From an optimization exercise on the open Yosys and OpenROAD flow, aimed at small area, a short achievable clock period and few clock cycles; shortcuts taken in it are not production practice.
In this exercise RTL edits were held to simulation tests only and were not proved equivalent to the original.
Power figures rest on the tool's default switching activity, not on a simulated workload.

==> trial 20 <==
// can_codec
module can_codec (
    input  wire        clk,
    input  wire        rst,           
    input  wire        cmd_valid,
    input  wire [63:0] cmd_word,
    output wire        cmd_ready,
    input  wire        rx_load,
    input  wire [31:0] rx_id,
    input  wire [7:0]  rx_len,
    input  wire [63:0] rx_data,       
    output wire [7:0]  proto,
    output reg         txv,
    output wire [31:0] txf_id,
    output wire [7:0]  txf_len,
    output wire [63:0] txf_data,
    output reg  [31:0] rxf_id,
    output reg  [7:0]  rxf_len,
    output reg  [63:0] rxf_data,
    output wire [7:0]  meas_addr,
    output wire [31:0] meas_v,
    output wire [31:0] meas_i,
    output wire [31:0] meas_t,
    output wire [31:0] meas_s,
    output wire [31:0] meas_c,
    output wire [7:0]  meas_p,
    output wire [7:0]  status
);
    localparam [3:0] ST_IDLE = 4'h0, ST_FRAME = 4'h1, ST_UNSUPPORTED = 4'h2,
                     ST_SELECT_OK = 4'h3, ST_SELECT_REJ = 4'h4, ST_OK = 4'h5,
                     ST_UNKNOWN = 4'h6, ST_INVALID = 4'h7, ST_ILLEGAL = 4'h8;
    localparam integer STEPS = 7;     
    localparam [2:0]   NCYC  = 3'd3;  
  ...
Settings: LEC_CHECK=0, ABC_AREA=1, CAP_MARGIN=20, CORE_MARGIN=2, CORE_UTILIZATION=40, SLEW_MARGIN=20, SYNTH_HIERARCHICAL=1; clock period 14.0 ns.
standard.sh (not shown) runs the stock make flow with config.mk's settings and CLKGATE_MAP_FILE= SYNTH_SCRIPT=/design/flow/synth_recipe.tcl, a recipe that flattens the netlist after the stock synthesis.
==> flow/flow/run.sh <==
#!/bin/bash
# The standard layout (standard.sh), with two changes to how it is made:
# timing repair aims well below the 14 ns clock (the clock period and the
# constraints stay the design's; only the repair target moves), and the
# port buffers are the smallest buffer cell.
set -euo pipefail
bash standard.sh SETUP_SLACK_MARGIN=8.5 TNS_END_PERCENT=100 \
    'BUFFER_PORTS_ARGS=-buffer_cell sky130_fd_sc_hd__buf_1' finish > standard_finish.log 2>&1
==> trial 32 (differences from trial 20) <==
--- a/flow/design.v
+++ b/flow/design.v
@@ -27,11 +27,10 @@
 );
     localparam [3:0] ST_IDLE = 4'h0, ST_FRAME = 4'h1, ST_UNSUPPORTED = 4'h2,
                      ST_SELECT_OK = 4'h3, ST_SELECT_REJ = 4'h4, ST_OK = 4'h5,
                      ST_UNKNOWN = 4'h6, ST_INVALID = 4'h7, ST_ILLEGAL = 4'h8;
     localparam integer STEPS = 7;     
-    localparam [2:0]   NCYC  = 3'd3;  
     function [7:0] dstep125;    
         input [7:0] t;
         begin
             case (t)
                 8'd0: dstep125 = {1'b0, 7'd0};
@@ -388,10 +387,11 @@
                 4'd15: dstep5 = {1'b1, 3'd2};
                 default: dstep5 = 4'd0;
             endcase
         end
     endfunction
+    localparam [2:0]   NCYC  = 3'd3;  
     reg        proto_b;               
     reg  [3:0] st;                    
     reg        p_wait;                
     reg  [1:0] s_ph;                  
     reg        sp_hi;                 
@@ -409,10 +409,13 @@
     reg  [1:0] dv_d;                  
     reg        dv_t;                  
     reg        dv_neg;                
     reg        dv_z;                  
     reg  [1:0] dv_qh;                 
+    reg  [4:0] ld_lz;
+    reg        fd_t;                  
+    reg  [1:0] fd_d;                  
     reg  [4:0] dv_lz;                 
     reg  [6:0] dv_r;                  
     reg [31:0] dv_q;                  
     assign cmd_ready = !(p_wait || s_ph != 2'd0);
     assign proto     = {7'd0, proto_b};
@@ -474,21 +477,24 @@
         endcase
     end
     wire        a_m1000 = !proto_b && (op[3:0] == 4'h7);
     wire [7:0]  a_exp   = value[30:23];
     wire [23:0] a_mt    = {1'b1, value[22:0]};
-    wire [7:0]  a_rs    = (a_m1000 ? 8'd148 : 8'd151) - a_exp;
-    wire        a_ok    = !value[31] && (a_m1000 ? (a_exp >= 8'd115 && a_exp <= 8'd148)
-                                                 : (a_exp >= 8'd118 && a_exp <= 8'd151));
     wire        a_hi    = a_m1000 ? (a_mt >= 24'd8589935) : (a_mt >= 24'd10737419);
+    wire [7:0]  a_rs0   = (a_m1000 ? 8'd148 : 8'd151) - a_exp;
+    wire [7:0]  a_rs1   = (a_m1000 ? 8'd147 : 8'd150) - a_exp;
+    wire        a_ok0   = a_m1000 ? (a_exp >= 8'd115 && a_exp <= 8'd148) : (a_exp >= 8'd118 && a_exp <= 8'd151);
+    wire        a_ok1   = a_m1000 ? (a_exp >= 8'd114 && a_exp <= 8'd147) : (a_exp >= 8'd117 && a_exp <= 8'd150);
+    wire [5:0]  a_rs    = a_hi ? a_rs1[5:0] : a_rs0[5:0];
+    wire        a_ok    = !value[31] && (a_hi ? a_ok1 : a_ok0);
     wire [31:0] a_body  = {a_ok, a_rs[5:0], 2'b00, value[22:0]};
-    wire [34:0] v_m    = {11'd0, 1'b1, tx_body[22:0]};
     wire        m1000  = !tx_p && (tx_k == 4'd5);   
-    wire [34:0] sp_a   = m1000 ? (v_m << 10) : (v_m << 9);
-    wire [34:0] sp_b   = m1000 ? ~(v_m << 4) : (v_m << 8);
+    wire [34:0] v_m    = {11'd0, 1'b1, tx_body[22:0]};
+    wire [34:0] sp_a   = v_m << 10;
+    wire [34:0] sp_b   = m1000 ? ~(v_m << 4) : ~(v_m << 8);
     wire [34:0] sp_c   = m1000 ? ~(v_m << 3) : (v_m << 5);
-    wire [34:0] sp_k   = (m1000 ? 35'd2 : 35'd0) + (sp_hi ? 35'd512 : 35'd256);
+    wire [34:0] sp_k   = (m1000 ? 35'd2 : 35'd1) + (sp_hi ? 35'd512 : 35'd256);
     wire [34:0] sp_s1  = sp_a ^ sp_b ^ sp_c;
     wire [34:0] sp_c1  = {(sp_a[33:0] & sp_b[33:0]) | (sp_a[33:0] & sp_c[33:0]) |
                           (sp_b[33:0] & sp_c[33:0]), 1'b0};
     wire [34:0] sp_s2  = sp_s1 ^ sp_c1 ^ sp_k;
     wire [34:0] sp_c2  = {(sp_s1[33:0] & sp_c1[33:0]) | (sp_s1[33:0] & sp_k[33:0]) |
@@ -496,12 +502,13 @@
     wire [34:0] sp     = sp_s2 + sp_c2;
     wire        sp_tie = sp_hi ? (sp[9:0] == 10'd0) : (sp[8:0] == 9'd0);
     wire [24:0] sp_mr  = sp_hi ? {sp[34:11], sp[10] & !sp_tie} : {sp[33:10], sp[9] & !sp_tie};
     wire [31:0] sp_h1  = {tx_body[31:25], sp_mr};
     wire        sp_ov  = tx_body[24];
-    wire [6:0]  sp_rs  = {1'b0, tx_body[30:25]} - {6'd0, sp_hi} - {6'd0, sp_ov};
-    wire [31:0] sp_x   = {1'b0, 1'b1, sp_ov ? 23'd0 : tx_body[22:0], 7'd0};
+    wire [5:0]  sp_rs  = tx_body[30:25];
+    wire [31:0] sp_x   = sp_ov ? 32'h8000_0000 : {2'b01, tx_body[22:0], 7'd0};
+    wire        sp_v   = tx_body[31] && !sp_rs[5] && !(sp_ov && sp_rs == 6'd0);
     wire        d_match = proto_b ? ((rxf_id & 32'h9FFC_0000) == 32'h8180_0000)
                                   : ((rxf_id & 32'h9FE0_0000) == 32'h8240_0000);
     wire        d_valid = d_match && (rxf_len == 8'd8);
     wire [6:0]  d_addr  = proto_b ? rxf_id[17:11] : rxf_id[20:14];
     wire [7:0]  ca = rxf_data[55:48];
@@ -513,36 +520,36 @@
     wire f_c = proto_b ? (cb == 16'h0105) : (ca == 8'h33);
     wire [2:0] d_f = f_v ? 3'd1 : f_i ? 3'd2 : f_t ? 3'd3 : f_s ? 3'd4 : f_c ? 3'd5 : 3'd0;
     wire [5:0] d_p = {f_c, f_s, f_t, f_i, f_v, 1'b1};
     wire [31:0] raw = rxf_data[31:0];
     wire        sh_sp = (s_ph == 2'd2);
-    reg [31:0] nn;
-    reg [4:0]  nz;
-    integer    k;
+    wire [4:0]  nz     = sh_sp ? sp_rs[4:0] : ld_lz;
+    reg  [31:0] nn;
+    integer     k;
     always @(*) begin
         for (k = 0; k < 32; k = k + 1)
             nn[k] = sh_sp ? sp_x[31-k] : raw[k];
-        nz[4] = sh_sp ? sp_rs[4] : (nn[31:16] == 16'd0); if (nz[4]) nn = {nn[15:0], 16'd0};
-        nz[3] = sh_sp ? sp_rs[3] : (nn[31:24] == 8'd0);  if (nz[3]) nn = {nn[23:0], 8'd0};
-        nz[2] = sh_sp ? sp_rs[2] : (nn[31:28] == 4'd0);  if (nz[2]) nn = {nn[27:0], 4'd0};
-        nz[1] = sh_sp ? sp_rs[1] : (nn[31:30] == 2'd0);  if (nz[1]) nn = {nn[29:0], 2'd0};
-        nz[0] = sh_sp ? sp_rs[0] : (nn[31] == 1'b0);     if (nz[0]) nn = {nn[30:0], 1'b0};
+        if (nz[4]) nn = {nn[15:0], 16'd0};
+        if (nz[3]) nn = {nn[23:0], 8'd0};
+        if (nz[2]) nn = {nn[27:0], 4'd0};
+        if (nz[1]) nn = {nn[29:0], 2'd0};
+        if (nz[0]) nn = {nn[30:0], 1'b0};
     end
-    reg [31:0] sp_y;
+    reg  [31:0] sp_y;
     always @(*)
         for (k = 0; k < 32; k = k + 1)
             sp_y[k] = nn[31-k];
-    wire [31:0] sp_h2  = (tx_body[31] && sp_rs[6:5] == 2'b00) ? sp_y : 32'd0;
-    wire        i_neg = f_t && raw[31];
-    wire [1:0]  i_d   = !proto_b ? 2'd0 : (f_c || f_t) ? 2'd2 : 2'd1;
-    wire [31:0] i_x   = f_t ? (raw ^ {32{i_neg}}) : nn;
+    wire [31:0] sp_h2  = sp_v ? sp_y : 32'd0;
+    wire        i_neg = fd_t && raw[31];
+    wire [1:0]  i_d   = fd_d;
+    wire [31:0] i_x   = fd_t ? (raw ^ {32{i_neg}}) : nn;
     wire [4:0]  i_th  = i_x[31:27];
     wire [1:0]  i_qh  = (i_th >= 5'd15) ? 2'd3 : (i_th >= 5'd10) ? 2'd2 : (i_th >= 5'd5) ? 2'd1 : 2'd0;
     wire [2:0]  i_rh  = i_th - {i_qh, 2'b00} - {3'd0, i_qh};
     reg  [38:0] i_rq;                 
     always @(*) begin
-        case ({f_t, i_d})
+        case ({fd_t, i_d})
             3'b000, 3'b100: i_rq = {1'd0, i_x, 6'd0};           
             3'b001:         i_rq = {3'd0, i_x, 4'd0};           
             3'b110:         i_rq = {4'd0, i_rh, i_x[26:0], 5'd0};  
             default:        i_rq = {5'd0, i_x, 2'd0};           
         endcase
@@ -570,13 +577,13 @@
             if (j == 4) begin
                 t125 = c125; t25 = c25; t5 = c5;
             end
         end
     end
-    wire [6:0]       s_r = (dv_d == 2'd0) ? c125 : (dv_d == 2'd1) ? {2'd0, c25} : {4'd0, c5};
     wire [STEPS-1:0] s_b = (dv_d == 2'd0) ? q125 : (dv_d == 2'd1) ? q25 : q5;
-    wire [31:0]      s_q = {dv_q[31-STEPS:0], s_b};
+    wire [6:0]  s_r   = (dv_d == 2'd0) ? c125 : (dv_d == 2'd1) ? {2'd0, c25} : {4'd0, c5};
+    wire [31:0] s_q   = {dv_q[31-STEPS:0], s_b};
     wire [6:0]  R     = (dv_d == 2'd0) ? t125 : (dv_d == 2'd1) ? {2'd0, t25} : {4'd0, t5};
     wire [31:0] QL    = {dv_q[26:0], s_b[STEPS-1:STEPS-5]};
     wire [25:0] Q     = QL[25:0];
     wire [5:0]  L     = QL[31:26];
     wire        q_hi  = Q[25];
@@ -592,10 +599,26 @@
                                        : (L[5] && R == 7'd4);
     wire [31:0] q_tm  = {32{dv_neg}} ^ {4'd0, tq};
     wire [31:0] q_res = dv_t ? q_tm : q_fl;
     wire        q_inc = dv_t ? (dv_neg && !t_e) : (q_up && !dv_z);
     wire        dv_fin = dv_ok && (dv_cnt == 3'd0);
+    wire [31:0] lx  = rx_data[31:0];
+    wire        lz4 = (lx[31:16] == 16'd0);
+    wire [15:0] ly1 = lz4 ? lx[15:0] : lx[31:16];
+    wire        lz3 = (ly1[15:8] == 8'd0);
+    wire [7:0]  ly2 = lz3 ? ly1[7:0] : ly1[15:8];
+    wire        lz2 = (ly2[7:4] == 4'd0);
+    wire [3:0]  ly3 = lz2 ? ly2[3:0] : ly2[7:4];
+    wire        lz1 = (ly3[3:2] == 2'd0);
+    wire [1:0]  ly4 = lz1 ? ly3[1:0] : ly3[3:2];
+    wire [4:0]  l_lz = {lz4, lz3, lz2, lz1, !ly4[1]};
+    wire        n_p  = cmd ? tag[0] : proto_b;
+    wire [7:0]  n_ca = cmd ? rxf_data[55:48] : rx_data[55:48];
+    wire [15:0] n_cb = cmd ? rxf_data[47:32] : rx_data[47:32];
+    wire        n_t  = n_p ? (n_cb == 16'h0103) : (n_ca == 8'h31);
+    wire        n_c  = n_p ? (n_cb == 16'h0105) : (n_ca == 8'h33);
+    wire [1:0]  n_d  = !n_p ? 2'd0 : (n_t || n_c) ? 2'd2 : 2'd1;
     always @(posedge clk) begin
         if (rst) begin
             proto_b <= 1'b0;
             st      <= ST_IDLE;
             p_wait  <= 1'b0;
@@ -611,26 +634,12 @@
             rxf_id  <= 32'd0;
             rxf_len <= 8'd0;
             rxf_data <= 64'd0;
             dv_ok   <= 1'b0;
         end else begin
-            if (!dv_ok && !sh_sp) begin
+            if (!dv_ok && !sh_sp)
                 dv_ok  <= 1'b1;
-                dv_cnt <= NCYC;
-                dv_d   <= i_d;
-                dv_t   <= f_t;
-                dv_neg <= i_neg;
-                dv_z   <= !nn[31];
-                dv_lz  <= nz;
-                dv_qh  <= i_qh;
-                dv_r   <= i_rq[38:32];
-                dv_q   <= i_rq[31:0];
-            end else if (dv_cnt != 3'd0) begin
-                dv_cnt <= dv_cnt - 3'd1;
-                dv_r   <= s_r;
-                dv_q   <= s_q;
-            end
             if (s_ph == 2'd1) begin
                 s_ph    <= 2'd2;
                 tx_body <= sp_h1;
             end
             if (s_ph == 2'd2) begin
@@ -640,12 +649,10 @@
             if (p_wait && dv_fin) begin
                 p_wait <= 1'b0;
                 st     <= ST_OK;
                 m_p    <= d_p;
                 m_a    <= d_addr;
-                m_val  <= q_res;
-                m_inc  <= q_inc;
             end
             if (load) begin
                 rxf_id   <= rx_id;
                 rxf_len  <= rx_len;
                 rxf_data <= rx_data;
@@ -670,11 +677,10 @@
                         tx_a    <= a7;
                         tx_body <= e_body;
                         txv     <= 1'b1;
                         st      <= ST_FRAME;
                         s_ph    <= {1'b0, (op[3:1] == 3'b011) || (op[3:0] == 4'h8)};
-                        sp_hi   <= a_hi;
                     end
                     8'h0B: begin
                         if (proto_b) begin
                             tx_on   <= 1'b1;
                             tx_p    <= 1'b1;
@@ -700,28 +706,61 @@
                                 st <= ST_UNKNOWN;
                             end else if (f_s) begin
                                 st    <= ST_OK;
                                 m_p   <= 6'h11;
                                 m_a   <= d_addr;
-                                m_val <= raw;
-                                m_inc <= 1'b0;
                             end else if (dv_fin) begin
                                 st    <= ST_OK;
                                 m_p   <= d_p;
                                 m_a   <= d_addr;
-                                m_val <= q_res;
-                                m_inc <= q_inc;
                             end else begin
                                 p_wait <= 1'b1;
                             end
                         end
                     end
                     default: st <= ST_ILLEGAL;
                 endcase
             end
         end
     end
+    wire        c_sel   = cmd && (op == 8'h01) && (tag[7:1] == 7'd0);
+    wire        c_par   = cmd && (op == 8'h0E) && d_valid;
+    always @(posedge clk) begin
+        if (!dv_ok && !sh_sp) begin
+            dv_cnt <= NCYC;
+            dv_d   <= i_d;
+            dv_t   <= fd_t;
+            dv_neg <= i_neg;
+            dv_z   <= !nn[31];
+            dv_lz  <= ld_lz;
+            dv_qh  <= i_qh;
+            dv_r   <= i_rq[38:32];
+            dv_q   <= i_rq[31:0];
+        end else if (dv_cnt != 3'd0) begin
+            dv_cnt <= dv_cnt - 3'd1;
+            dv_r   <= s_r;
+            dv_q   <= s_q;
+        end
+        if (load) begin
+            ld_lz <= l_lz;
+            fd_t  <= n_t;
+            fd_d  <= n_d;
+        end
+        if (c_sel) begin
+            fd_t  <= n_t;
+            fd_d  <= n_d;
+        end
+        if (cmd)
+            sp_hi <= a_hi;
+        if (c_par && f_s) begin
+            m_val <= raw;
+            m_inc <= 1'b0;
+        end else if ((c_par && dv_fin) || (p_wait && dv_fin)) begin
+            m_val <= q_res;
+            m_inc <= q_inc;
+        end
+    end
 endmodule
 module can_codec_meas (
     input  wire [31:0] m_val,
     input  wire        m_inc,
     input  wire [4:0]  m_p,
==> flow/flow/run.sh (replaced) <==
#!/bin/bash
# The standard layout (standard.sh), with two changes to how it is made:
# timing repair aims well below the 14 ns clock (the clock period and the
# constraints stay the design's; only the repair target moves), and the
# port buffers are the smallest buffer cell.
set -euo pipefail
bash standard.sh SETUP_SLACK_MARGIN=8.0 TNS_END_PERCENT=100 \
    'BUFFER_PORTS_ARGS=-buffer_cell sky130_fd_sc_hd__buf_1' finish > standard_finish.log 2>&1
- CORE_UTILIZATION: 40 -> 55
==> out/results.md <==
• cells after synthesis: 4278
• peak ir drop on the vdd network: 0.168 mV
• CP Data Required Time: 14.44 ns
• starting density of the core: 55.8%
• total wirelength of the detailed-routed design: 106000 um
• layout overhead on the synthesized area: 17.2%
• run status: finished clean
• flip-flop and latch area: 0.00667 mm2
• Global Route met1 Usage: 48.8%
• headroom to the max-slew limit: 26.5%
• multiplexer share of the synthesized area: 0.513%
• leading post-synthesis cells by cell area: dfxtp_1 (14%), nand2_1 (14%), edfxtp_1 (10%), o21ai_0 (8.8%), ha_1 (7.7%)
• Period minus WS final: 5.82 ns
• final standard cell count with taps included and fillers excluded: 5456
[end of results for trial 32]
==> out/results.md <==
• run status: finished clean
• cells after synthesis: 4463
• Period minus WS final: 6.97 ns
• Global Route met1 Usage: 43.3%
• part of the power in combinational logic: 71.1%
• starting density of the core: 40.3%
• headroom to the max-slew limit: 22.7%
• multiplexer share of the synthesized area: 0.393%
• flip-flop and latch area: 0.00647 mm2
• total wirelength of the detailed-routed design: 125000 um
• CP Data Required Time: 14.46 ns
• final standard cell count with taps included and fillers excluded: 6011
• layout overhead on the synthesized area: 23.6%
• leading post-synthesis cells by cell area: dfxtp_1 (14%), nand2_1 (14%), edfxtp_1 (9.4%), o21ai_0 (7.8%), ha_1 (7.3%)
[end of results for trial 20]
Testbench counts of trial 20, summed over its fixed seeds: cycles 20,831.
Testbench counts of trial 32, summed over its fixed seeds: cycles 20,831.

separate check: timing with driven ports:
The flow's constraints put no driver on any port. The routed layouts listed below were extracted and timed again, unchanged, in two steps.
Step 1: set_driving_cell puts a clkbuf_16 on clk and a buf_2 on each other input, an assumption about the parent block.
Step 2 also shifts input and output timing later by t, the mid clock arrival at the registers, as if the neighbouring blocks saw the same clock.
a / b / c = no drivers / after step 1 / after step 2; a / b = the first two.
| run | shift t [ns] | setup slack, ns | hold slack, ns | latest minus earliest clock arrival (ns) | cell pins on the clock port's net |
|---|---|---|---|---|---|
| trial 20 | 0.622 | 7.034 / 7.034 / 7.034 | 0.465 / 0.465 / 0.465 | 0.015 / 0.014 | 1 |
| trial 32 | 0.625 | 8.179 / 8.179 / 7.773 | 0.464 / 0.464 / 0.464 | 0.051 / 0.051 | 1 |
After both steps every run listed still meets setup and hold. The setup slack of trial 32, which loses most, moves by 0.000 ns with the drivers and by -0.406 ns with both steps.
